Source: an optimization exercise on an open RTL-to-GDS flow (aim: small area, a short achievable clock period and few clock cycles per item). Production flows keep margins and buffers that such runs may drop. The RTL was checked by simulation tests, not by an equivalence proof against the original design. Power and IR drop assume default switching activity.

## flow/design.v (module list and top-level ports; edited modules follow where they fit)
// module dft_tables: 75 lines
// module hann_dft64: 5705 lines
module hann_dft64 (
    input  wire               clk,
    input  wire               rst,
    input  wire               in_valid,
    output wire               in_ready,
    input  wire signed [15:0] in_data,
    output wire               out_valid,
    input  wire               out_ready,
    output wire signed [23:0] out_re,
    output wire signed [23:0] out_im
);
  // ...
==> flow/run.sh <==
#!/bin/bash
# synth_recipe.tcl (not shown) runs the flow's synth.tcl, then flattens the netlist and writes it again
# the make line also repeats each setting of config.mk as NAME=value (left out here)
make -C /OpenROAD-flow-scripts/flow DESIGN_CONFIG=/design/flow/config.mk WORK_HOME=/design/flow/orfs CLKGATE_MAP_FILE= SYNTH_SCRIPT=/design/flow/synth_recipe.tcl finish
==> flow/config.mk <==
export PLATFORM = sky130hd
export DESIGN_NAME = hann_dft64
export DESIGN_NICKNAME = hann_dft64
export VERILOG_FILES = /design/flow/design.v
export SDC_FILE = /design/flow/constraint.sdc
export NUM_CORES = 4
export LEC_CHECK = 0
export CAP_MARGIN = 20
export CORE_MARGIN = 2
export CORE_UTILIZATION = 35
export PLACE_DENSITY = 0.45
export SLEW_MARGIN = 20
==> flow/constraint.sdc <==
create_clock -name core_clock -period 12.0 [get_ports {clk}]
set_input_delay 2.4000 -clock core_clock [delete_from_list [all_inputs] [get_ports {clk}]]
set_output_delay 2.4000 -clock core_clock [all_outputs]
set_load 0.01 [all_outputs]
==> notes.md, run 1 <==
status complete, no violations; critical path endpoint in_ready_r; Finished Cell Area 275,100 sq um; synth warn 7; Worst Setup End Kind flip-flop; flip-flop and latch count ~5,000; clkbuf count 805; Core ar. about 700,000 sq um; maximum number of pins on one net before global-route repair 179; Remaining DRCs 0; DP Worst Slack 5.510 ns; final critical-path setup slack 6.745 ns; met3 Track Usage GR slightly below 5%; Signal buffers between 300 and 400; ant diodes 190; biggest regs d1: 544 flops, d2: 288 flops, d3: 152 flops; vias in the first global route ~140k; via count 137,700; area occupied by multi-input gates 97,940 sq um; max reg flops 544; Seq pwr share 33.4%; Worst R2R Path Depth 11; IO Pins 70; DRT Wirelength 823,700 um; #MultiIn Comb about 9,000; P_clk about 18,000 uW; Worst Hold Class reg2reg; post-synthesis adder-cell area fraction 20.49%; power share of the combinational group a little over two fifths; Slew @ Worst Pin ~1.4 ns; Die X 837.2 um
Testbench counts, summed over its fixed seeds: cycles 3,536, frames 48.
==> run 2: changes to the inputs <==
--- a/flow/design.v
+++ b/flow/design.v
@@ -85,17 +85,17 @@
     output wire signed [23:0] out_im
 );
     reg  [5:0] n_in;       
     reg  [5:0] eb;         
     reg        in_ready_r;
     reg  [5:0] eb_nx;
     wire take = in_valid & in_ready_r;
     wire [5:0] n_in_nx = n_in + {5'd0, take};
-    wire in_ready_nx = ~(n_in_nx[5] & n_in_nx[4]) | ((n_in_nx == 6'd63) ? (eb_nx == 6'd33) : (eb_nx[5] | eb_nx[4]));
+    wire in_ready_nx = ~(n_in_nx[5] & n_in_nx[4]) | ((n_in_nx == 6'd63) ? (eb == 6'd33) : (eb[5] | eb[4]));
     assign in_ready = in_ready_r;
     wire [15:0] w_rom;
     wire [30:0] kw_rom;
     dft_tables u_tables (.w_addr(n_in), .w_val(w_rom), .kw_val(kw_rom));
     reg               v0;
     reg        [5:0]  n0;
     reg signed [15:0] x0;
     reg        [15:0] w0;
@@ -1057,17 +1057,16 @@
         tb <= ta;
         tt <= tb;
     end
     reg c0_en; reg [0:0] c0_lv; reg [2:0] c0_rot; reg [7:0] c0_sg;
     reg c1_en; reg [1:0] c1_lv; reg [1:0] c1_rot; reg [3:0] c1_sg;
     reg c2_en; reg [2:0] c2_lv; reg [0:0] c2_rot; reg [1:0] c2_sg;
     reg c3_en; reg [2:0] c3_lv; reg [0:0] c3_rot; reg [0:0] c3_sg;
     reg c_z0sg; reg [2:0] c_z0;
-    reg [37:0] ck1, ck2; reg [4:0] cmk;
     always @(posedge clk) begin
         case (rp)
             0: begin c0_en <= 1; c0_lv <= 0; c0_rot <= 0; c0_sg <= 0; end
             1: begin c0_en <= 1; c0_lv <= 1; c0_rot <= 4; c0_sg <= 255; end
             2: begin c0_en <= 0; c0_lv <= 0; c0_rot <= 0; c0_sg <= 0; end
             3: begin c0_en <= 0; c0_lv <= 0; c0_rot <= 0; c0_sg <= 0; end
             4: begin c0_en <= 1; c0_lv <= 0; c0_rot <= 1; c0_sg <= 233; end
             5: begin c0_en <= 1; c0_lv <= 1; c0_rot <= 5; c0_sg <= 233; end
@@ -1200,117 +1199,47 @@
             27: begin c3_en <= 1; c3_lv <= 3; c3_rot <= 0; c3_sg <= 0; end
             28: begin c3_en <= 1; c3_lv <= 0; c3_rot <= 0; c3_sg <= 0; end
             29: begin c3_en <= 1; c3_lv <= 1; c3_rot <= 0; c3_sg <= 0; end
             default: begin c3_en <= 0; c3_lv <= 0; c3_rot <= 0; c3_sg <= 0; end
         endcase
     end
     always @(posedge clk) begin
         case (rp)
-            0: begin c_z0 <= 0; c_z0sg <= 0; cmk <= 1; end
-            1: begin c_z0 <= 1; c_z0sg <= 1; cmk <= 30; end
-            2: begin c_z0 <= 2; c_z0sg <= 0; cmk <= 2; end
-            3: begin c_z0 <= 3; c_z0sg <= 1; cmk <= 29; end
-            4: begin c_z0 <= 0; c_z0sg <= 0; cmk <= 1; end
-            5: begin c_z0 <= 1; c_z0sg <= 0; cmk <= 30; end
-            6: begin c_z0 <= 4; c_z0sg <= 0; cmk <= 4; end
-            7: begin c_z0 <= 5; c_z0sg <= 1; cmk <= 27; end
-            8: begin c_z0 <= 0; c_z0sg <= 0; cmk <= 1; end
-            9: begin c_z0 <= 1; c_z0sg <= 1; cmk <= 30; end
-            10: begin c_z0 <= 2; c_z0sg <= 0; cmk <= 2; end
-            11: begin c_z0 <= 3; c_z0sg <= 0; cmk <= 29; end
-            12: begin c_z0 <= 0; c_z0sg <= 0; cmk <= 1; end
-            13: begin c_z0 <= 1; c_z0sg <= 0; cmk <= 30; end
-            14: begin c_z0 <= 6; c_z0sg <= 0; cmk <= 8; end
-            15: begin c_z0 <= 7; c_z0sg <= 1; cmk <= 23; end
-            16: begin c_z0 <= 0; c_z0sg <= 0; cmk <= 1; end
-            17: begin c_z0 <= 1; c_z0sg <= 1; cmk <= 30; end
-            18: begin c_z0 <= 2; c_z0sg <= 0; cmk <= 2; end
-            19: begin c_z0 <= 3; c_z0sg <= 1; cmk <= 29; end
-            20: begin c_z0 <= 0; c_z0sg <= 0; cmk <= 1; end
-            21: begin c_z0 <= 1; c_z0sg <= 0; cmk <= 30; end
-            22: begin c_z0 <= 4; c_z0sg <= 0; cmk <= 4; end
-            23: begin c_z0 <= 5; c_z0sg <= 0; cmk <= 27; end
-            24: begin c_z0 <= 0; c_z0sg <= 0; cmk <= 1; end
-            25: begin c_z0 <= 1; c_z0sg <= 1; cmk <= 30; end
-            26: begin c_z0 <= 2; c_z0sg <= 0; cmk <= 2; end
-            27: begin c_z0 <= 3; c_z0sg <= 0; cmk <= 29; end
-            28: begin c_z0 <= 0; c_z0sg <= 0; cmk <= 1; end
-            29: begin c_z0 <= 1; c_z0sg <= 0; cmk <= 30; end
-            default: begin c_z0 <= 0; c_z0sg <= 0; cmk <= 0; end
-        endcase
-    end
-    always @(posedge clk) begin
-        case (rp)
-            0: begin ck1 <= 38'd423897; end
-            1: begin ck1 <= 38'd598840; end
-            2: begin ck1 <= 38'd423897; end
-            3: begin ck1 <= 38'd515263; end
-            4: begin ck1 <= 38'd534884; end
-            5: begin ck1 <= 38'd534884; end
-            6: begin ck1 <= 38'd423897; end
-            7: begin ck1 <= 38'd473273; end
-            8: begin ck1 <= 38'd490921; end
-            9: begin ck1 <= 38'd531816; end
-            10: begin ck1 <= 38'd478986; end
-            11: begin ck1 <= 38'd478986; end
-            12: begin ck1 <= 38'd518720; end
-            13: begin ck1 <= 38'd518720; end
-            14: begin ck1 <= 38'd423897; end
-            15: begin ck1 <= 38'd451866; end
-            16: begin ck1 <= 38'd498613; end
-            17: begin ck1 <= 38'd524124; end
-            18: begin ck1 <= 38'd457821; end
-            19: begin ck1 <= 38'd481339; end
-            20: begin ck1 <= 38'd514106; end
-            21: begin ck1 <= 38'd514106; end
-            22: begin ck1 <= 38'd450619; end
-            23: begin ck1 <= 38'd450619; end
-            24: begin ck1 <= 38'd501750; end
-            25: begin ck1 <= 38'd520987; end
-            26: begin ck1 <= 38'd470475; end
-            27: begin ck1 <= 38'd470475; end
-            28: begin ck1 <= 38'd511791; end
-            29: begin ck1 <= 38'd511791; end
-            default: begin ck1 <= 0; end
-        endcase
-    end
-    always @(posedge clk) begin
-        case (rp)
-            0: begin ck2 <= 38'd202154587597; end
-            1: begin ck2 <= 38'd72723327954; end
-            2: begin ck2 <= 38'd203681057853; end
-            3: begin ck2 <= 38'd71196858101; end
-            4: begin ck2 <= 38'd202154586788; end
-            5: begin ck2 <= 38'd72723336552; end
-            6: begin ck2 <= 38'd205242392023; end
-            7: begin ck2 <= 38'd69635524755; end
-            8: begin ck2 <= 38'd202154588421; end
-            9: begin ck2 <= 38'd72723328778; end
-            10: begin ck2 <= 38'd203681056208; end
-            11: begin ck2 <= 38'd71196867132; end
-            12: begin ck2 <= 38'd202154585930; end
-            13: begin ck2 <= 38'd72723337410; end
-            14: begin ck2 <= 38'd221582348251; end
-            15: begin ck2 <= 38'd53295570290; end
-            16: begin ck2 <= 38'd202154589333; end
-            17: begin ck2 <= 38'd72723329690; end
-            18: begin ck2 <= 38'd203681059639; end
-            19: begin ck2 <= 38'd71196859887; end
-            20: begin ck2 <= 38'd202154584940; end
-            21: begin ck2 <= 38'd72723338400; end
-            22: begin ck2 <= 38'd205242388471; end
-            23: begin ck2 <= 38'd69635534869; end
-            24: begin ck2 <= 38'd202154590434; end
-            25: begin ck2 <= 38'd72723330791; end
-            26: begin ck2 <= 38'd203681054089; end
-            27: begin ck2 <= 38'd71196869251; end
-            28: begin ck2 <= 38'd202154583683; end
-            29: begin ck2 <= 38'd72723339657; end
-            default: begin ck2 <= 0; end
+            0: begin c_z0 <= 0; c_z0sg <= 0; end
+            1: begin c_z0 <= 1; c_z0sg <= 1; end
+            2: begin c_z0 <= 2; c_z0sg <= 0; end
+            3: begin c_z0 <= 3; c_z0sg <= 1; end
+            4: begin c_z0 <= 0; c_z0sg <= 0; end
+            5: begin c_z0 <= 1; c_z0sg <= 0; end
+            6: begin c_z0 <= 4; c_z0sg <= 0; end
+            7: begin c_z0 <= 5; c_z0sg <= 1; end
+            8: begin c_z0 <= 0; c_z0sg <= 0; end
+            9: begin c_z0 <= 1; c_z0sg <= 1; end
+            10: begin c_z0 <= 2; c_z0sg <= 0; end
+            11: begin c_z0 <= 3; c_z0sg <= 0; end
+            12: begin c_z0 <= 0; c_z0sg <= 0; end
+            13: begin c_z0 <= 1; c_z0sg <= 0; end
+            14: begin c_z0 <= 6; c_z0sg <= 0; end
+            15: begin c_z0 <= 7; c_z0sg <= 1; end
+            16: begin c_z0 <= 0; c_z0sg <= 0; end
+            17: begin c_z0 <= 1; c_z0sg <= 1; end
+            18: begin c_z0 <= 2; c_z0sg <= 0; end
+            19: begin c_z0 <= 3; c_z0sg <= 1; end
+            20: begin c_z0 <= 0; c_z0sg <= 0; end
+            21: begin c_z0 <= 1; c_z0sg <= 0; end
+            22: begin c_z0 <= 4; c_z0sg <= 0; end
+            23: begin c_z0 <= 5; c_z0sg <= 0; end
+            24: begin c_z0 <= 0; c_z0sg <= 0; end
+            25: begin c_z0 <= 1; c_z0sg <= 1; end
+            26: begin c_z0 <= 2; c_z0sg <= 0; end
+            27: begin c_z0 <= 3; c_z0sg <= 0; end
+            28: begin c_z0 <= 0; c_z0sg <= 0; end
+            29: begin c_z0 <= 1; c_z0sg <= 0; end
+            default: begin c_z0 <= 0; c_z0sg <= 0; end
         endcase
     end
     reg [17:0] l0_0;
     reg [17:0] l0_1;
     reg [17:0] l0_2;
     reg [17:0] l0_3;
     reg [17:0] l0_4;
     reg [17:0] l0_5;
@@ -1503,17 +1432,16 @@
     reg [20:0] z8;
     reg [17:0] z9;
     reg [18:0] z10;
     reg [17:0] z11;
     reg [19:0] z12;
     reg [17:0] z13;
     reg [18:0] z14;
     reg [17:0] z15;
-    reg [37:0] zk1, zk2; reg [4:0] zmk;
     always @(posedge clk) begin
         z0 <= s0;
         z1 <= s1;
         z2 <= s2;
         z3 <= s3;
         z4 <= s4;
         z5 <= s5;
         z6 <= s6;
@@ -1521,17 +1449,16 @@
         z8 <= s8;
         z9 <= s9;
         z10 <= s10;
         z11 <= s11;
         z12 <= s12;
         z13 <= s13;
         z14 <= s14;
         z15 <= s15;
-        zk1 <= ck1; zk2 <= ck2; zmk <= cmk;
     end
     wire [17:0] nz1 = ~z1;
     wire [18:0] nz2 = ~z2;
     wire [17:0] nz3 = ~z3;
     wire [19:0] nz4 = ~z4;
     wire [17:0] nz5 = ~z5;
     wire [18:0] nz6 = ~z6;
     wire [17:0] nz7 = ~z7;
@@ -3993,34 +3920,101 @@
     wire tc_2434 = (tc_2372 & tc_2373) | (tc_2372 & tc_2317) | (tc_2373 & tc_2317);
     wire tc_2435 = tc_2374 ^ tc_2375 ^ z13[17];
     wire tc_2436 = (tc_2374 & tc_2375) | (tc_2374 & z13[17]) | (tc_2375 & z13[17]);
     wire tc_2437 = tc_2376 ^ tc_2377 ^ z11[17];
     wire tc_2438 = (tc_2376 & tc_2377) | (tc_2376 & z11[17]) | (tc_2377 & z11[17]);
     wire [37:0] cs5_n = {1'b0, 1'b0, 1'b0, 1'b0, 1'b0, 1'b0, tc_2438, tc_2436, tc_2434, tc_2432, tc_2430, tc_2428, tc_2426, tc_2424, tc_2422, tc_2420, tc_2418, tc_2416, tc_2414, tc_2412, tc_2410, tc_2408, tc_2406, tc_2404, tc_2402, tc_2400, tc_2398, tc_2396, tc_2394, tc_2392, tc_2390, tc_2388, tc_2386, tc_2384, tc_2382, tc_2380, tc_2379, nz11[0]};
     wire [37:0] cc5_n = {1'b0, 1'b0, 1'b0, 1'b0, 1'b0, 1'b0, tc_2378, tc_2437, tc_2435, tc_2433, tc_2431, tc_2429, tc_2427, tc_2425, tc_2423, tc_2421, tc_2419, tc_2417, tc_2415, tc_2413, tc_2411, tc_2409, tc_2407, tc_2405, tc_2403, tc_2401, tc_2399, tc_2397, tc_2395, tc_2393, tc_2391, tc_2389, tc_2387, tc_2385, tc_2383, tc_2381, nz15[0], 1'b0};
     reg [37:0] cs5, cc5;
-    reg [37:0] ak1, ak2; reg [4:0] amk;
     always @(posedge clk) begin
         cs0 <= cs0_n;
         cc0 <= cc0_n;
         cs1 <= cs1_n;
         cc1 <= cc1_n;
         cs2 <= cs2_n;
         cc2 <= cc2_n;
         cs3 <= cs3_n;
         cc3 <= cc3_n;
         cs4 <= cs4_n;
         cc4 <= cc4_n;
         cs5 <= cs5_n;
         cc5 <= cc5_n;
-        ak1 <= zk1; ak2 <= zk2; amk <= zmk;
     end
-    wire [37:0] kk1 = ak1 | 38'd175811592192;
-    wire [37:0] kk2 = ak2 | 38'd0;
+    reg [37:0] kk1, kk2; reg [4:0] amk;
+    always @(*) begin
+        case (ta)
+            0: begin kk1 = 38'd175812016089; kk2 = 38'd202154587597; end
+            1: begin kk1 = 38'd175812191032; kk2 = 38'd72723327954; end
+            2: begin kk1 = 38'd175812016089; kk2 = 38'd203681057853; end
+            3: begin kk1 = 38'd175812107455; kk2 = 38'd71196858101; end
+            4: begin kk1 = 38'd175812127076; kk2 = 38'd202154586788; end
+            5: begin kk1 = 38'd175812127076; kk2 = 38'd72723336552; end
+            6: begin kk1 = 38'd175812016089; kk2 = 38'd205242392023; end
+            7: begin kk1 = 38'd175812065465; kk2 = 38'd69635524755; end
+            8: begin kk1 = 38'd175812083113; kk2 = 38'd202154588421; end
+            9: begin kk1 = 38'd175812124008; kk2 = 38'd72723328778; end
+            10: begin kk1 = 38'd175812071178; kk2 = 38'd203681056208; end
+            11: begin kk1 = 38'd175812071178; kk2 = 38'd71196867132; end
+            12: begin kk1 = 38'd175812110912; kk2 = 38'd202154585930; end
+            13: begin kk1 = 38'd175812110912; kk2 = 38'd72723337410; end
+            14: begin kk1 = 38'd175812016089; kk2 = 38'd221582348251; end
+            15: begin kk1 = 38'd175812044058; kk2 = 38'd53295570290; end
+            16: begin kk1 = 38'd175812090805; kk2 = 38'd202154589333; end
+            17: begin kk1 = 38'd175812116316; kk2 = 38'd72723329690; end
+            18: begin kk1 = 38'd175812050013; kk2 = 38'd203681059639; end
+            19: begin kk1 = 38'd175812073531; kk2 = 38'd71196859887; end
+            20: begin kk1 = 38'd175812106298; kk2 = 38'd202154584940; end
+            21: begin kk1 = 38'd175812106298; kk2 = 38'd72723338400; end
+            22: begin kk1 = 38'd175812042811; kk2 = 38'd205242388471; end
+            23: begin kk1 = 38'd175812042811; kk2 = 38'd69635534869; end
+            24: begin kk1 = 38'd175812093942; kk2 = 38'd202154590434; end
+            25: begin kk1 = 38'd175812113179; kk2 = 38'd72723330791; end
+            26: begin kk1 = 38'd175812062667; kk2 = 38'd203681054089; end
+            27: begin kk1 = 38'd175812062667; kk2 = 38'd71196869251; end
+            28: begin kk1 = 38'd175812103983; kk2 = 38'd202154583683; end
+            29: begin kk1 = 38'd175812103983; kk2 = 38'd72723339657; end
+            default: begin kk1 = 38'd0; kk2 = 38'd0; end
+        endcase
+    end
+    always @(posedge clk) begin
+        case (tz)
+            0: amk <= 5'd1;
+            1: amk <= 5'd30;
+            2: amk <= 5'd2;
+            3: amk <= 5'd29;
+            4: amk <= 5'd1;
+            5: amk <= 5'd30;
+            6: amk <= 5'd4;
+            7: amk <= 5'd27;
+            8: amk <= 5'd1;
+            9: amk <= 5'd30;
+            10: amk <= 5'd2;
+            11: amk <= 5'd29;
+            12: amk <= 5'd1;
+            13: amk <= 5'd30;
+            14: amk <= 5'd8;
+            15: amk <= 5'd23;
+            16: amk <= 5'd1;
+            17: amk <= 5'd30;
+            18: amk <= 5'd2;
+            19: amk <= 5'd29;
+            20: amk <= 5'd1;
+            21: amk <= 5'd30;
+            22: amk <= 5'd4;
+            23: amk <= 5'd27;
+            24: amk <= 5'd1;
+            25: amk <= 5'd30;
+            26: amk <= 5'd2;
+            27: amk <= 5'd29;
+            28: amk <= 5'd1;
+            29: amk <= 5'd30;
+            default: amk <= 5'd0;
+        endcase
+    end
     wire [37:0] xs0 = cs0 ^ {38{amk[0]}};
     wire [37:0] xc0 = cc0 ^ {38{amk[0]}};
     wire [37:0] xs1 = cs1 ^ {38{amk[1]}};
     wire [37:0] xc1 = cc1 ^ {38{amk[1]}};
     wire [37:0] xs2 = cs2 ^ {38{amk[2]}};
     wire [37:0] xc2 = cc2 ^ {38{amk[2]}};
     wire [37:0] xs3 = cs3 ^ {38{amk[3]}};
     wire [37:0] xc3 = cc3 ^ {38{amk[3]}};
==> flow/flow/run.sh (new file) <==
#!/bin/bash
# The standard layout (standard.sh: the standard synthesis and ORFS flow,
# unchanged), with a larger setup margin for ORFS's repair_timing so that the
# optimiser also works on paths that already meet the 12 ns clock.  The SDC,
# clock period and all constraints are the standard flow's own.
set -euo pipefail
export SETUP_SLACK_MARGIN=7.5
bash standard.sh > standard_flow.log 2>&1
==> flow/standard.sh (new file) <==
#!/bin/bash
# synth_recipe.tcl (not shown) runs the flow's synth.tcl, then flattens the netlist and writes it again
# the make line also repeats each setting of config.mk as NAME=value (left out here)
make -C /OpenROAD-flow-scripts/flow DESIGN_CONFIG=/design/flow/config.mk WORK_HOME=/design/flow/orfs CLKGATE_MAP_FILE= SYNTH_SCRIPT=/design/flow/synth_recipe.tcl "${@:-finish}"
removed: flow/run.sh
==> run 2 against run 1 <==
Net effect:
- still clean on timing, DRC and antenna
- routed wire length is essentially flat
- maximum frequency grew 11%
- die area down 0.74%
- clock-buffer cell count down 38
- design area down 0.66%
- cell count shrank 0.24%
- non-clock buffer count is 13 higher
- register-to-register slack gained 0.76 ns
- setup slack gained 0.54 ns
- critical path depth down 9
- critical endpoint is now out_im[7]
- largest cell class unchanged
- highest routed layer unchanged
==> notes.md, run 2 <==
Finished Layout Cells 27,730 (was 27,790); setup TNS 0 ns (unchanged); Slew @ Worst Pin 1.215 ns (was 1.358 ns); CP required 9.60 ns (was 12.98 ns); number of flops mapped to enable cells by yosys 3,163 (unchanged); ys flop type edfxtp_1 (unchanged); Tmin final 4.717 ns (was 5.255 ns); top cells by area, synth edfxtp_1, fa_1, dfxtp_1 (unchanged); IO Pins 70 (unchanged); post-synth top area share 39.39% (was 39.09%); H-tree depth 6 (unchanged); vias per inst 5.002 (was 4.955); I/O Buffers 69 (unchanged); CP Depth 1 (was 10); Seq pwr share 47.6% (was 33.4%); DR WL/cell 29.70 um (was 29.64 um); Clock Latency Late Sink 1.11 ns (was 1.13 ns); drt first pass iters 8 (unchanged); CP max stage delay 0.97 ns (was 1.04 ns); Die X 834.1 um (was 837.2 um); Clk pwr share 37.8% (was 23.3%); Hold Fails Final Rpt 0 (unchanged); Pwr Density 165.8 nW/um^2 (was 273.6 nW/um^2); DRT iter0 DRCs 13,750 (was 14,230); FMAX 212.0 MHz (was 190.3 MHz); RD Place Congestion 0.9311 (was 0.9461); Psw 13,570 uW (was 30,710 uW); initial core utilization 35.16% (was 35.06%); total power 45,330 uW (was 75,260 uW); Peak supply drop 0.0001941 V (was 0.0003434 V); via count 138,700 (was 137,700); GRT Resource Usage Total 23.33% (was 23.15%); met3 Track Usage GR 3.313% (was 4.821%); GR peak layer met2 (unchanged); biggest regs d1: 544 flops, d2: 288 flops, d3: 152 flops (unchanged); delay-heaviest family, CP flip-flops (was buffers and inverters); area delta synth->final 13.33% (was 13.23%); met1 usage 33.32% (was 32.62%); mapped cell area 241,100 sq um (was 243,000 sq um); cell-internal power 31,760 uW (was 44,550 uW); number of routed nets with antenna violations 0 (unchanged); Commonest cells post-synth edfxtp_1, inv_1, fa_1, dfxtp_1, ha_1 (unchanged); synthesized flop and latch total 4,907 (was 5,005); first-pass GRT wire length 1,138,000 um (about the same); Critical-path top delay cell edfxtp_1 (was clkdlybuf4s50_1); CP bufs+invs 1 (was 2); Worst Hold Class reg2reg (unchanged); normalized max-slew margin 18.96% (was 8.806%); met2 Track Usage GR 36.35% (was 35.83%); HP Start z0[6] (was bw5[6]); startpoint types flip-flop (was input pin); die area 695,600 sq um (was 700,900 sq um); LEAKAGE 0.1047 uW (was 0.1051 uW); Avg Synthesized Cell Area 13.81 sq um (about the same); Core Util, Final 39.85% (was 39.70%); Clock Tree Root clkbuf_16 (unchanged); Core ar. 685,800 sq um (was 693,000 sq um); top-count cell post-synth edfxtp_1 (unchanged); status complete, no violations (unchanged); hold buffers post-CTS 0 (unchanged); area leader, netlist edfxtp_1 (unchanged); Worst Setup End Kind output pin (was flip-flop); DRT Wirelength 823,500 um (was 823,700 um); final-layout fill cell count 64,630 (was 65,580); power share of the combinational group 14.6% (was 43.3%); Hold Path End cs4[20] (was bx5[6]); max reg flops 544 (unchanged); kind of critical path reg2out (was in2reg); unrepaired setup endpoints after global routing yes (was no); HPWL after DPL 620,600 um (was 622,600 um); maximum number of pins on one net before global-route repair 188 (was 179); Worst R2R Path Depth 10 (was 11); Overflow after GRT 0 (unchanged); Post-Place Cells 26,360 (was 26,550); hold depth 0 (unchanged); commonest cells after routing, fill and taps aside edfxtp_1, inv_1, fa_1 (unchanged); Critical R2R Capture cs0[23] (was tc2[33]); CTS tree done (unchanged); Tcrit/Tclk final 39.31% (was 43.79%); fin. max-slew vios 0 (unchanged); MaxCap Viol Count 0 (unchanged); critical path data arrival time 2.32 ns (was 6.23 ns); vias in the first global route 140,900 (was 140,800); Bufs on Longest Clock Path 4 (unchanged); layout cells sized above 1 10.76% (was 9.960%); clock tree sinks 4,907 (was 5,005); NumNets Final 20,530 (was 20,660); Async SR Flop Fraction 0% (unchanged); final setup fails 0 (unchanged); reg-to-reg slack, setup 7.58 ns (was 6.82 ns); synth warn 7 (unchanged); initial antenna violation count 100 (was 158); Inserted Clock Buffers 562 (was 571); chip height 834.1 um (was 837.2 um); Yosys cell types 94 (was 92); commonest non-fill, non-tap cell in the layout edfxtp_1 (unchanged); sw frac 29.94% (was 40.80%); Clock Skews 0.07419 ns (was 0.09344 ns); Worst R2R Start z3[13] (was amk[0]); clock-pin transition on the worst setup and hold timing paths 0.06 ns (about the same); Mapped Nets 20,240 (was 20,370); sequential fraction of the synthesis area 53.87% (was 54.27%); Worst Path Max Fanout 12 (was 57); Remaining DRCs 0 (unchanged); Syn Inst Count 17,470 (was 17,600); floorplan row count 304 (was 306); worst-path cell chain buf_2 (was clkdlybuf4s50_1 > nor2b_1 > nor2_4 > buf_4 > nand4_1 > nor4b_1 > o21ai_0 > a211oi_1 > o22ai_2 > nand3_1); Biggest register d1 (unchanged)
run 2: cell count changes in the layout (fill, tap and decap cells not counted), moves of 50 or more:
cell	delta
diode_2	+133
inv_1	-74
dfxtp_1	-138
o21ai_0	-69
a21oi_1	-51
clkdlybuf4s50_1	-50
run 2: cell families (layout without fill, tap and decap cells):
family / count (synthesis) / after routing / share of synthesized area, %
compound gates: 2138 / 2138 / 6.069
fa+ha+maj: 2759 / 2759 / 20.69
buf+inv: 3603 / 4361 / 5.618
simple gates: 2324 / 2324 / 4.735
other cells: 0 / 323 / 0
xor+xnor: 1075 / 1075 / 3.904
mux: 659 / 659 / 5.116
flops: 4907 / 4907 / 53.87
run 2: per-layer routing:
metal  vias to the layer above  share of wire [%]
met5                         -              0.012
met4                        14                4.3
met3                       910                5.6
met2                      4255                 45
met1                     73450                 45
li1                      60070                  -
run 2: layout make-up:
| type | count | area, sq um | share of cell area [%] |
|---|---|---|---|
| Antenna cell | 323 | 808.3 | 0.2958 |
| Clock buffer | 767 | 15720 | 5.753 |
| Clock inverter | 264 | 2581 | 0.9445 |
| Inverter | 2974 | 11180 | 4.090 |
| Multi-Input combinational cell | 8955 | 98540 | 36.06 |
| Sequential cell | 4907 | 130100 | 47.59 |
| Tap cell | 9180 | 11490 | 4.203 |
| Timing Repair Buffer | 356 | 2910 | 1.065 |
run 2: what timing repair did:
action                     CTS  global route
setup endpoints to repair  134           106
resized for setup          253            55
setup buffers                2            11
pin swaps                    0             1
run 2: worst max-delay path by stage:
stage,to,from
final,out_im[7],oim[7]
after global routing,out_im[7],oim[7]
after CTS,out_im[7],oim[7]
after detailed placement,ore[22],out_ready
after global placement,in_ready_r,in_valid
after floorplan,cap0[0],v2
run 2: power by group through the flow:
stage / clock network [uW] / registers (uW) / logic [uW]
after floorplan: 0 / 20600 / 3960
after global placement: 0 / 22000 / 6640
after detailed placement: 0 / 22000 / 6620
after CTS: 17500 / 21600 / 6660
after global routing: 18100 / 21600 / 7260
final: 17100 / 21600 / 6640
run 2: metrics by stage:
stage                     cell area [sq um]  setup WS [ns]  hold WS [ns]
after floorplan                      241200          5.862        0.3096
after global placement               253900          5.147        0.3104
after detailed placement             254000          6.356        0.3121
after CTS                            272200          7.252        0.3140
after global routing                 273200          7.227        0.3166
final                                273300          7.283        0.3099
run 2: worst reg2reg max path, stage by stage (launching register included):
cell	delay (ns)
dfxtp_1	0.72
inv_1	0.30
fa_1	0.56
inv_1	0.05
fa_1	0.51
fa_1	0.56
inv_1	0.05
fa_1	0.43
fa_1	0.52
inv_1	0.05
fa_1	0.51
Testbench counts of run 2, summed over its fixed seeds: cycles 3,536, frames 48.

## what the ideal ports hide
In the flow no input, the clock included, has a driving cell. The finished layouts below were timed again as built, in two steps. Step 1, drivers: a clkbuf_16 drives clk and a buf_2 each remaining input, both assumed. Step 2 also shifts input and output timing later by t, the mid clock arrival at the registers, as if the neighbouring blocks saw the same clock. Slacks: ideal / step 1 / step 2; pairs: ideal / step 1.
| run | t, ns | slack for setup (ns) | hold slack, ns | cell pins on the clock port's net |
|---|---|---|---|---|
| run 1 | 1.217 | 6.745 / 6.733 / 5.638 | 0.314 / 0.314 / 0.314 | 1 |
| run 2 | 1.204 | 7.283 / 7.147 / 6.615 | 0.310 / 0.310 / 0.310 | 1 |
After both steps every run listed still meets setup and hold. For run 1, which loses most, drivers alone change the setup slack by -0.012 ns; drivers and shift together by -1.107 ns.
